This design comes from an exercise in tuning for small area, a short achievable clock period and few clock cycles on the open sky130 flow, not from production work.
Only simulation tests tie the RTL to the original design; equivalence was not proved.
Power is estimated from default activity; no workload was simulated.

==> flow/design.v <==
module myasm_core #(
    parameter STACK_CAP = 16,    
    parameter CALL_CAP  = 8      
) (
    input  wire        clk,
    input  wire        rst,           
    output wire [23:0] imem_addr,
    input  wire [31:0] imem_rdata,
    input  wire        imem_valid,    
    output reg  [31:0] dmem_addr,
    input  wire [31:0] dmem_rdata,
    input  wire        dmem_valid,    
    output wire        dmem_we,
    output wire [31:0] dmem_wdata,
    output wire [3:0]  io_port,
    output wire        io_rd,         
    output wire        io_wr,         
    input  wire        io_empty,      
    input  wire [31:0] io_rdata,      
    output wire [31:0] io_wdata,
    output reg  [1:0]  outcome,       
    output reg  [3:0]  fault_code,
    output reg  [23:0] fault_pc
);
    localparam SP_NONE = 2'd0, SP_NEXT = 2'd1, SP_PREV = 2'd2;
    localparam TOS_NONE = 3'd0, TOS_ALU = 3'd1, TOS_SLOT = 3'd2, TOS_SR = 3'd3,
               TOS_ARG = 3'd4, TOS_MEM = 3'd5, TOS_PORT = 3'd6;
    localparam SLOT_NONE = 2'd0, SLOT_TOS = 2'd1, SLOT_SR = 2'd2;
    localparam ALU_NONE = 3'd0, ALU_ADD = 3'd1, ALU_SUB = 3'd2, ALU_MUL = 3'd3,
               ALU_DIV = 3'd4, ALU_INC = 3'd5, ALU_DEC = 3'd6;
    localparam CSP_NONE = 2'd0, CSP_NEXT = 2'd1, CSP_PREV = 2'd2;
    localparam COND_NONE = 3'd0, COND_JS = 3'd1, COND_JNS = 3'd2, COND_JZ = 3'd3,
               COND_JNZ = 3'd4;
    localparam MPC_ZERO = 2'd0, MPC_NEXT = 2'd1, MPC_OPC = 2'd2;
    localparam OUT_RUNNING = 2'd0, OUT_HALTED = 2'd1, OUT_INPUT_EXHAUSTED = 2'd2,
               OUT_FAULT = 2'd3;
    localparam F_STACK_OVERFLOW = 4'd1, F_STACK_UNDERFLOW = 4'd2,
               F_CALL_STACK_OVERFLOW = 4'd3, F_CALL_STACK_UNDERFLOW = 4'd4,
               F_BAD_PORT = 4'd5, F_DATA_ADDRESS = 4'd6, F_DIV_BY_ZERO = 4'd7,
               F_UNKNOWN_OPCODE = 4'd9, F_PC_RANGE = 4'd10,
               F_MALFORMED_CONTROL_WORD = 4'd11;
    localparam OP_HLT = 8'h14;
    localparam SPW  = $clog2(STACK_CAP + 1);
    localparam CSPW = $clog2(CALL_CAP + 1);
    localparam SIW  = (STACK_CAP > 1) ? $clog2(STACK_CAP) : 1;
    localparam CSIW = (CALL_CAP > 1) ? $clog2(CALL_CAP) : 1;
    reg [23:0] pc;
    reg [5:0]  mpc;
    reg [23:0] arg;
    reg [SPW-1:0]  depth;       
    reg [CSPW-1:0] cdepth;      
    reg [31:0] stack  [0:STACK_CAP-1];
    reg [23:0] cstack [0:CALL_CAP-1];
    reg [31:0] tos, sr, alu;
    wire [7:0] opcode = imem_rdata[31:24];
    reg [23:0] cw;
    always @* begin
        case (mpc)
            6'd0:  cw = 24'h800000;  
            6'd1:  cw = 24'h400011;  
            6'd2:  cw = 24'h010100;  
            6'd3:  cw = 24'h010002;  
            6'd4:  cw = 24'h030000;  
            6'd5:  cw = 24'h400008;  
            6'd6:  cw = 24'h0D0000;  
            6'd7:  cw = 24'h400008;  
            6'd8:  cw = 24'h110000;  
            6'd9:  cw = 24'h400008;  
            6'd10: cw = 24'h050000;  
            6'd11: cw = 24'h400008;  
            6'd12: cw = 24'h090000;  
            6'd13: cw = 24'h402000;  
            6'd14: cw = 24'h038000;  
            6'd15: cw = 24'h610000;  
            6'd16: cw = 24'h004000;  
            6'd17: cw = 24'h400019;  
            6'd18: cw = 24'h010100;  
            6'd19: cw = 24'h400008;  
            6'd20: cw = 24'h010042;  
            6'd21: cw = 24'h400008;  
            6'd22: cw = 24'h401400;  
            6'd23: cw = 24'h400004;  
            6'd24: cw = 24'h010100;  
            6'd25: cw = 24'h400008;  
            6'd26: cw = 24'h401800;  
            6'd27: cw = 24'h400004;  
            6'd28: cw = 24'h010100;  
            6'd29: cw = 24'h400008;  
            6'd30: cw = 24'h400002;  
            6'd31: cw = 24'h400400;  
            6'd32: cw = 24'h400004;  
            6'd33: cw = 24'h010100;  
            6'd34: cw = 24'h400008;  
            6'd35: cw = 24'h400002;  
            6'd36: cw = 24'h400800;  
            6'd37: cw = 24'h400004;  
            6'd38: cw = 24'h010100;  
            6'd39: cw = 24'h400008;  
            6'd40: cw = 24'h400002;  
            6'd41: cw = 24'h400C00;  
            6'd42: cw = 24'h400004;  
            6'd43: cw = 24'h010100;  
            6'd44: cw = 24'h400008;  
            6'd45: cw = 24'h400002;  
            6'd46: cw = 24'h401000;  
            6'd47: cw = 24'h400004;  
            6'd48: cw = 24'h010100;  
            6'd49: cw = 24'h400008;  
            6'd50: cw = 24'h400014;  
            6'd51: cw = 24'h010100;  
            6'd52: cw = 24'h400008;  
            6'd53: cw = 24'h400002;  
            6'd54: cw = 24'h010020;  
            6'd55: cw = 24'h400008;  
            6'd56: cw = 24'h400082;  
            6'd57: cw = 24'h400008;  
            6'd58: cw = 24'h400200;  
            6'd59: cw = 24'h400001;  
            6'd60: cw = 24'h010100;  
            default: cw = 24'h000000;
        endcase
    end
    reg [5:0] entry_point;
    always @* begin
        case (opcode)
            8'h00: entry_point = 6'd1;    
            8'h01: entry_point = 6'd3;    
            8'h02: entry_point = 6'd4;    
            8'h03: entry_point = 6'd5;    
            8'h04: entry_point = 6'd7;    
            8'h05: entry_point = 6'd9;    
            8'h06: entry_point = 6'd11;   
            8'h07: entry_point = 6'd13;   
            8'h08: entry_point = 6'd15;   
            8'h09: entry_point = 6'd17;   
            8'h0A: entry_point = 6'd19;   
            8'h0B: entry_point = 6'd21;   
            8'h0C: entry_point = 6'd25;   
            8'h0D: entry_point = 6'd29;   
            8'h0E: entry_point = 6'd34;   
            8'h0F: entry_point = 6'd39;   
            8'h10: entry_point = 6'd44;   
            8'h11: entry_point = 6'd49;   
            8'h12: entry_point = 6'd52;   
            8'h13: entry_point = 6'd55;   
            default: entry_point = 6'd0;
        endcase
    end
    function [31:0] floor_div(input [31:0] a, input [31:0] b);
        reg [31:0] ua, ub, q;
        reg [32:0] r, d;
        integer i;
        begin
            ua = a[31] ? -a : a;
            ub = b[31] ? -b : b;
            r = 33'd0;
            for (i = 31; i >= 0; i = i - 1) begin
                r = {r[31:0], ua[i]};
                d = r - {1'b0, ub};
                if (!d[32]) begin
                    r = d;
                    q[i] = 1'b1;
                end else begin
                    q[i] = 1'b0;
                end
            end
            if (a[31] ^ b[31])
                floor_div = (r[31:0] != 32'd0) ? ~q : -q;
            else
                floor_div = q;
        end
    endfunction
    wire running = (outcome == OUT_RUNNING);
    wire [1:0] f_sp   = cw[1:0];
    wire [2:0] f_tos  = cw[4:2];
    wire       f_dmw  = cw[5];
    wire       f_iow  = cw[6];
    wire       f_srl  = cw[7];
    wire [1:0] f_slot = cw[9:8];
    wire [2:0] f_alu  = cw[12:10];
    wire [1:0] f_csp  = cw[14:13];
    wire       f_csl  = cw[15];
    wire       f_pcl  = cw[16];
    wire       f_jmp  = cw[17];
    wire [2:0] f_cond = cw[20:18];
    wire       f_rta  = cw[21];
    wire [1:0] f_mpc  = cw[23:22];
    wire cw_wellformed =
        (mpc <= 6'd60) && (f_sp != 2'd3) && (f_tos != 3'd7) && (f_slot != 2'd3) &&
        (f_alu != 3'd7) && (f_csp != 2'd3) && (f_cond <= 3'd4) && (f_mpc != 2'd3) &&
        !(f_tos == TOS_PORT && f_iow) && !(f_tos == TOS_MEM && f_dmw) &&
        !((f_cond != COND_NONE || f_jmp || f_rta) && !f_pcl);
    wire fetch = (mpc == 6'd0);
    wire stack_empty = (depth == 0);
    wire stack_full  = (depth == STACK_CAP);
    wire call_empty  = (cdepth == 0);
    wire call_full   = (cdepth == CALL_CAP);
    wire [SPW-1:0]  sp_m1   = depth - 1'b1;
    wire [CSPW-1:0] scp_m1  = cdepth - 1'b1;
    wire [SIW-1:0]  sp_idx  = sp_m1[SIW-1:0];     
    wire [CSIW-1:0] scp_idx = scp_m1[CSIW-1:0];   
    wire [31:0] slot = stack[sp_idx];
    wire [23:0] ret_addr = cstack[scp_idx];
    wire port_bad = (arg >= 24'd16);
    reg taken;
    always @* begin
        case (f_cond)
            COND_JS:  taken = tos[31];
            COND_JNS: taken = !tos[31];
            COND_JZ:  taken = (tos == 32'd0);
            COND_JNZ: taken = (tos != 32'd0);
            default:  taken = 1'b0;
        endcase
    end
    wire jumpreq = f_jmp || taken;
    reg [31:0] alu_result;
    always @* begin
        case (f_alu)
            ALU_ADD: alu_result = slot + tos;
            ALU_SUB: alu_result = slot - tos;
            ALU_MUL: alu_result = slot * tos;
            ALU_DIV: alu_result = floor_div(slot, tos);
            ALU_INC: alu_result = tos + 32'd1;
            ALU_DEC: alu_result = tos - 32'd1;
            default: alu_result = 32'd0;
        endcase
    end
    wire alu_binary = (f_alu == ALU_ADD) || (f_alu == ALU_SUB) ||
                      (f_alu == ALU_MUL) || (f_alu == ALU_DIV);
    always @* begin
        if (f_dmw) dmem_addr = slot;
        else       dmem_addr = tos;
    end
    reg       term;
    reg [1:0] term_outcome;
    reg [3:0] term_code;
    always @* begin
        term = 1'b1;
        term_outcome = OUT_FAULT;
        term_code = 4'd0;
        if (!cw_wellformed)
            term_code = F_MALFORMED_CONTROL_WORD;
        else if (fetch && !imem_valid)
            term_code = F_PC_RANGE;
        else if (f_sp == SP_NEXT && stack_full)
            term_code = F_STACK_OVERFLOW;
        else if (f_sp == SP_PREV && stack_empty)
            term_code = F_STACK_UNDERFLOW;
        else if (f_tos == TOS_SLOT && stack_empty)
            term_code = F_STACK_UNDERFLOW;
        else if (f_tos == TOS_PORT && port_bad)
            term_code = F_BAD_PORT;
        else if (f_tos == TOS_PORT && io_empty)
            term_outcome = OUT_INPUT_EXHAUSTED;
        else if (f_tos == TOS_MEM && !dmem_valid)
            term_code = F_DATA_ADDRESS;
        else if (f_dmw && stack_empty)
            term_code = F_STACK_UNDERFLOW;
        else if (f_dmw && !dmem_valid)
            term_code = F_DATA_ADDRESS;
        else if (f_iow && port_bad)
            term_code = F_BAD_PORT;
        else if (f_slot != SLOT_NONE && stack_empty)
            term_code = F_STACK_UNDERFLOW;
        else if (alu_binary && stack_empty)
            term_code = F_STACK_UNDERFLOW;
        else if (f_alu == ALU_DIV && tos == 32'd0)
            term_code = F_DIV_BY_ZERO;
        else if (f_csp == CSP_NEXT && call_full)
            term_code = F_CALL_STACK_OVERFLOW;
        else if (f_csp == CSP_PREV && call_empty)
            term_code = F_CALL_STACK_UNDERFLOW;
        else if (f_csl && call_empty)
            term_code = F_CALL_STACK_UNDERFLOW;
        else if (f_pcl && !jumpreq && f_rta && call_empty)
            term_code = F_CALL_STACK_UNDERFLOW;
        else if (f_mpc == MPC_NEXT && mpc == 6'd60)
            term_code = F_MALFORMED_CONTROL_WORD;
        else if (f_mpc == MPC_OPC && opcode == OP_HLT)
            term_outcome = OUT_HALTED;
        else if (f_mpc == MPC_OPC && opcode > OP_HLT)
            term_code = F_UNKNOWN_OPCODE;
        else
            term = 1'b0;
    end
    wire commit = running && !term;
    assign imem_addr  = pc;
    assign dmem_we    = commit && f_dmw;
    assign dmem_wdata = tos;
    assign io_port    = arg[3:0];
    assign io_rd      = running && f_tos == TOS_PORT && !port_bad &&
                        !(f_sp == SP_NEXT && stack_full);
    assign io_wr      = commit && f_iow;
    assign io_wdata   = tos;
    always @(posedge clk) begin
        if (rst) begin
            pc <= 24'd0;
            mpc <= 6'd0;
            arg <= 24'd0;
            depth <= 0;
            cdepth <= 0;
            tos <= 32'd0;
            sr <= 32'd0;
            alu <= 32'd0;
            outcome <= OUT_RUNNING;
            fault_code <= 4'd0;
            fault_pc <= 24'd0;
        end else if (running) begin
            if (term) begin
                outcome <= term_outcome;
                fault_code <= term_code;
                fault_pc <= pc;
            end else begin
                if (fetch)
                    arg <= imem_rdata[23:0];
                case (f_sp)
                    SP_NEXT: depth <= depth + 1'b1;
                    SP_PREV: depth <= depth - 1'b1;
                    default: ;
                endcase
                case (f_tos)
                    TOS_ALU:  tos <= alu;
                    TOS_SLOT: tos <= slot;
                    TOS_SR:   tos <= sr;
                    TOS_ARG:  tos <= {{8{arg[23]}}, arg};
                    TOS_MEM:  tos <= dmem_rdata;
                    TOS_PORT: tos <= io_rdata;
                    default: ;
                endcase
                if (f_srl)
                    sr <= tos;
                case (f_slot)
                    SLOT_TOS: stack[sp_idx] <= tos;
                    SLOT_SR:  stack[sp_idx] <= sr;
                    default: ;
                endcase
                if (f_alu != ALU_NONE)
                    alu <= alu_result;
                case (f_csp)
                    CSP_NEXT: cdepth <= cdepth + 1'b1;
                    CSP_PREV: cdepth <= cdepth - 1'b1;
                    default: ;
                endcase
                if (f_csl)
                    cstack[scp_idx] <= pc + 24'd1;
                if (f_pcl) begin
                    if (jumpreq)
                        pc <= arg;
                    else if (f_rta)
                        pc <= ret_addr;
                    else
                        pc <= pc + 24'd1;
                end
                case (f_mpc)
                    MPC_ZERO: mpc <= 6'd0;
                    MPC_NEXT: mpc <= mpc + 6'd1;
                    MPC_OPC:  mpc <= entry_point;
                    default: ;
                endcase
            end
        end
    end
endmodule
==> flow/run.sh <==
#!/bin/bash
# synth_recipe.tcl (not shown) runs the flow's synth.tcl, then flattens the netlist and writes it again
# the make line also repeats each setting of config.mk as NAME=value (left out here)
make -C /OpenROAD-flow-scripts/flow DESIGN_CONFIG=/design/flow/config.mk WORK_HOME=/design/flow/orfs CLKGATE_MAP_FILE= SYNTH_SCRIPT=/design/flow/synth_recipe.tcl finish
==> flow/config.mk <==
export PLATFORM = sky130hd
export DESIGN_NAME = myasm_core
export DESIGN_NICKNAME = myasm_core
export VERILOG_FILES = /design/flow/design.v
export SDC_FILE = /design/flow/constraint.sdc
export NUM_CORES = 4
export LEC_CHECK = 0
export CAP_MARGIN = 20
export CORE_MARGIN = 2
export CORE_UTILIZATION = 40
export SLEW_MARGIN = 20
==> flow/constraint.sdc <==
create_clock -name core_clock -period 160.0 [get_ports {clk}]
set_input_delay 32.0000 -clock core_clock [delete_from_list [all_inputs] [get_ports {clk}]]
set_output_delay 32.0000 -clock core_clock [all_outputs]
set_load 0.01 [all_outputs]
==> summary.txt <==
## per-layer routing
layer / up-vias / track usage / part of all wire
met5: - / 0 / 0.000029
met2: 4539 / 0.473 / 0.44
li1: 49100 / - / -
met3: 953 / 0.0450 / 0.079
met1: 51100 / 0.398 / 0.42
met4: 2 / 0.147 / 0.058
## synth_stat cells (all sizes together) (193+ instances only)
master	number
a21o	287
a21oi	1125
buf	198
clkbuf	376
dfxtp	213
edfxtp	704
fa	441
ha	1232
inv	1184
mux2	364
mux4	193
nand2	1498
nand3	203
nor2	1046
nor3	222
o21ai	776
o21bai	289
xnor2	780
xor2	321
## through the flow
step           setup TNS [ps]  std cells  utilization
5_1_grt                -31840      18000        0.466
3_5_place_dp             -839      17700        0.446
4_1_cts                     0      17900        0.456
6_report                    0      18100        0.466
3_3_place_gp                0      17700        0.446
2_1_floorplan               0      13400            -
## flip-flops by register name, indices dropped and copies added (netlist names)
name        flops
pc             24
fault_pc       24
cdepth          4
arg            24
cstack        192
cw             24
alu            32
sr             32
fault_code      4
tos            32
mpc             6
depth           5
outcome         2
stack         512
## cells by family after synthesis
group / count (synthesis)
xor gates and xnor gates: 1101
adders and majority gates: 1683
other: 1
AOI/OAI and AO/OA: 3480
and+or+nand+nor: 3724
DFF: 917
buffers and inverters: 1770
muxes: 732
## timing repair
action | 4_1_cts | 5_1_grt
pin swaps | 4 | 278
endpoints found under the setup margin | 32 | 32
resized for setup | 20 | 452
setup buffers | 3 | 121
cloned | 0 | 7
hold buffers | 0 | 0
## area by class of cell
class,instances,area (um^2)
antenna,18,45.0
clock buffer,103,2270
clock inverter,55,524
fill,27500,154000
inverter,1191,4470
multi-input combinational,10700,86100
sequential,917,25400
tap,3781,4730
timing repair buffer,1251,10500
==> out/summary.txt <==
worst-margin pin slew = 1350 ps
PortBufs = 257
First-pass DRT Iterations = 9
Comb pwr share = 1.000
Mapped Cells = 13400
sequential-to-total area share from yosys stat = 0.220
Area Overhead vs Synth = 16.1%
Clock Sink Count = 917
Top cell by count, worst path = a21oi_2
die width = 541 um
Worst IR Drop VDD = 8410 uV
synth unique cells = 145
RR Startpoint = depth[0]$_SDFFE_PP0P_
largest net degree at the start of global routing = 71
Main synth FF type = edfxtp_1
initial DRC count = 10500
CTS clk-pin slew, worst paths = 70 ps
outcome = complete, no violations
Slew headroom = 0.0990
Largest stage delay, worst path = 630 ps
Tot Pwr = 1.37 W
GRT Util Overall = 0.299
Vias per Instance = 5.85
post-synthesis mux area share = 0.0885
R2R Path End = alu[25]$_SDFFE_PP0P_
Post-synth ARST share = 0
post-DP HPWL = 350000 um
global-route wire length before repair = 657000 um
max-slew violations = 0
flop2flop setup slack = 9550 ps
sequential cell power = 0.000253 W
I/O pin cnt = 258
gr ovfl total = 0
Initial Util = 0.402
LEAKAGE = 56.1 nW
Levels on crit path = 888
CP Capture Point = alu[25]$_SDFFE_PP0P_
GP Congestion = 0.995
Sw Share = 0.544
largest family of logic cells by synthesized area = adder cells
ranking of synthesized cells by area = edfxtp_1, ha_1, fa_1
commonest non-fill, non-tap cell in the layout = nand2_1
DRC violations left = 0
XOR/XNOR Fraction of Synth Area = 0.0838
Internal = 0.626 W
Max Clk Rate = 6.65 MHz
Routed WL = 456000 um
clock buffer depth = 3
Nets = 16000
Ys Warns = 1
Setup Crit Path Kind = reg2reg
Flop pwr share = 0
Yosys top cell area share = 0.183
H-tree depth = 3
period utilization = 0.940
Post-synth EDFFs = 704
highest-count cells in the layout ignoring fill and taps = nand2_1, ha_1, inv_1
P_clk = 0.000207 W
final setup margin = 9550 ps
WL per Instance = 25.3 um
Post-Synth Adder-Cell Area = 0.211
Combinational Power = 1.37 W
initial antenna violation count = 22
cell area after placement = 0.128 mm^2
CTS buffer count = 86
FF-to-FF path depth = 922
Hold WS = 455 ps
cell taking the most area after synthesis = edfxtp_1
DIE HEIGHT = 541 um
Data arrival, critical path = 151090 ps
CP max FO = 22
Fin Clk Skew = 48.2 ps
worst min-delay path class = reg2reg
switching power = 0.748 W
Worst Setup Start Kind = flop
final hold violation count = 0
layout cells sized above 1 = 0.165
PwrDens = 10200 mW/mm^2
fin crit period = 150450 ps
design area = 0.134 mm^2
slowest CP cell = mux4_4
Pwr top = combinational cells
worst endpoint required time = 160650 ps
Max-cap violations = 0
CP Buf/Inv Count = 45
clock power share = 0
#FFs+latches synth = 917
Hold EP = fault_pc[14]$_SDFFE_PP0P_
Placeable Area = 0.288 mm^2
Worst Setup SP = depth[0]$_SDFFE_PP0P_
Rows = 197
Via Count = 106000
worst skew pair latency = 730 ps
CP endpoint kind = flop
Worst path top cell family by delay = compound AO/OA/AOI/OAI gates
final antenna-violating net count = 0
vias in the first global route = 98900
worst hold path startpoint = fault_pc[14]$_SDFFE_PP0P_
die area = 0.293 mm^2
Post-Syn Area per Cell = 8.62 um^2
Worst Hold Path Cells = 2
simple logic cell fraction of the synthesized area = 0.146
Synth Cell Area = 0.116 mm^2
root buf cell = clkbuf_16
setup violators final = 0
Synth Area in Compound Gates = 0.191
CTS tree = built
pre-CTS setup slack = -443 ps
Testbench counts, summed over its fixed seeds: cycles 153,419.

## what the ideal ports hide
The flow's constraints put no driver on any port. The routed layout listed below was extracted and timed again, unchanged, in two steps.
Step 1, drivers: a clkbuf_16 drives clk and a buf_2 each remaining input, both assumed.
Step 2 adds t to the input delays and takes it off the output delays; t is the mean of the earliest and latest rising clock arrival at the registers after step 1. Input paths then give back, and output paths get back, about the clock's delay inside the block.
Three values: no drivers, after step 1, after step 2; two values: the first two.
shift t [ns]: 0.782
setup slack, ns: 9.555 / 9.555 / 9.555
latest minus earliest clock arrival (ns): 0.051 / 0.050
slew at the worst register clock pin (ns): 0.08 / 0.08
cell pins on the clock port's net: 1
After both steps this run still meets setup and hold. For this run, drivers alone change the setup slack by 0.000 ns; drivers and shift together by 0.000 ns.
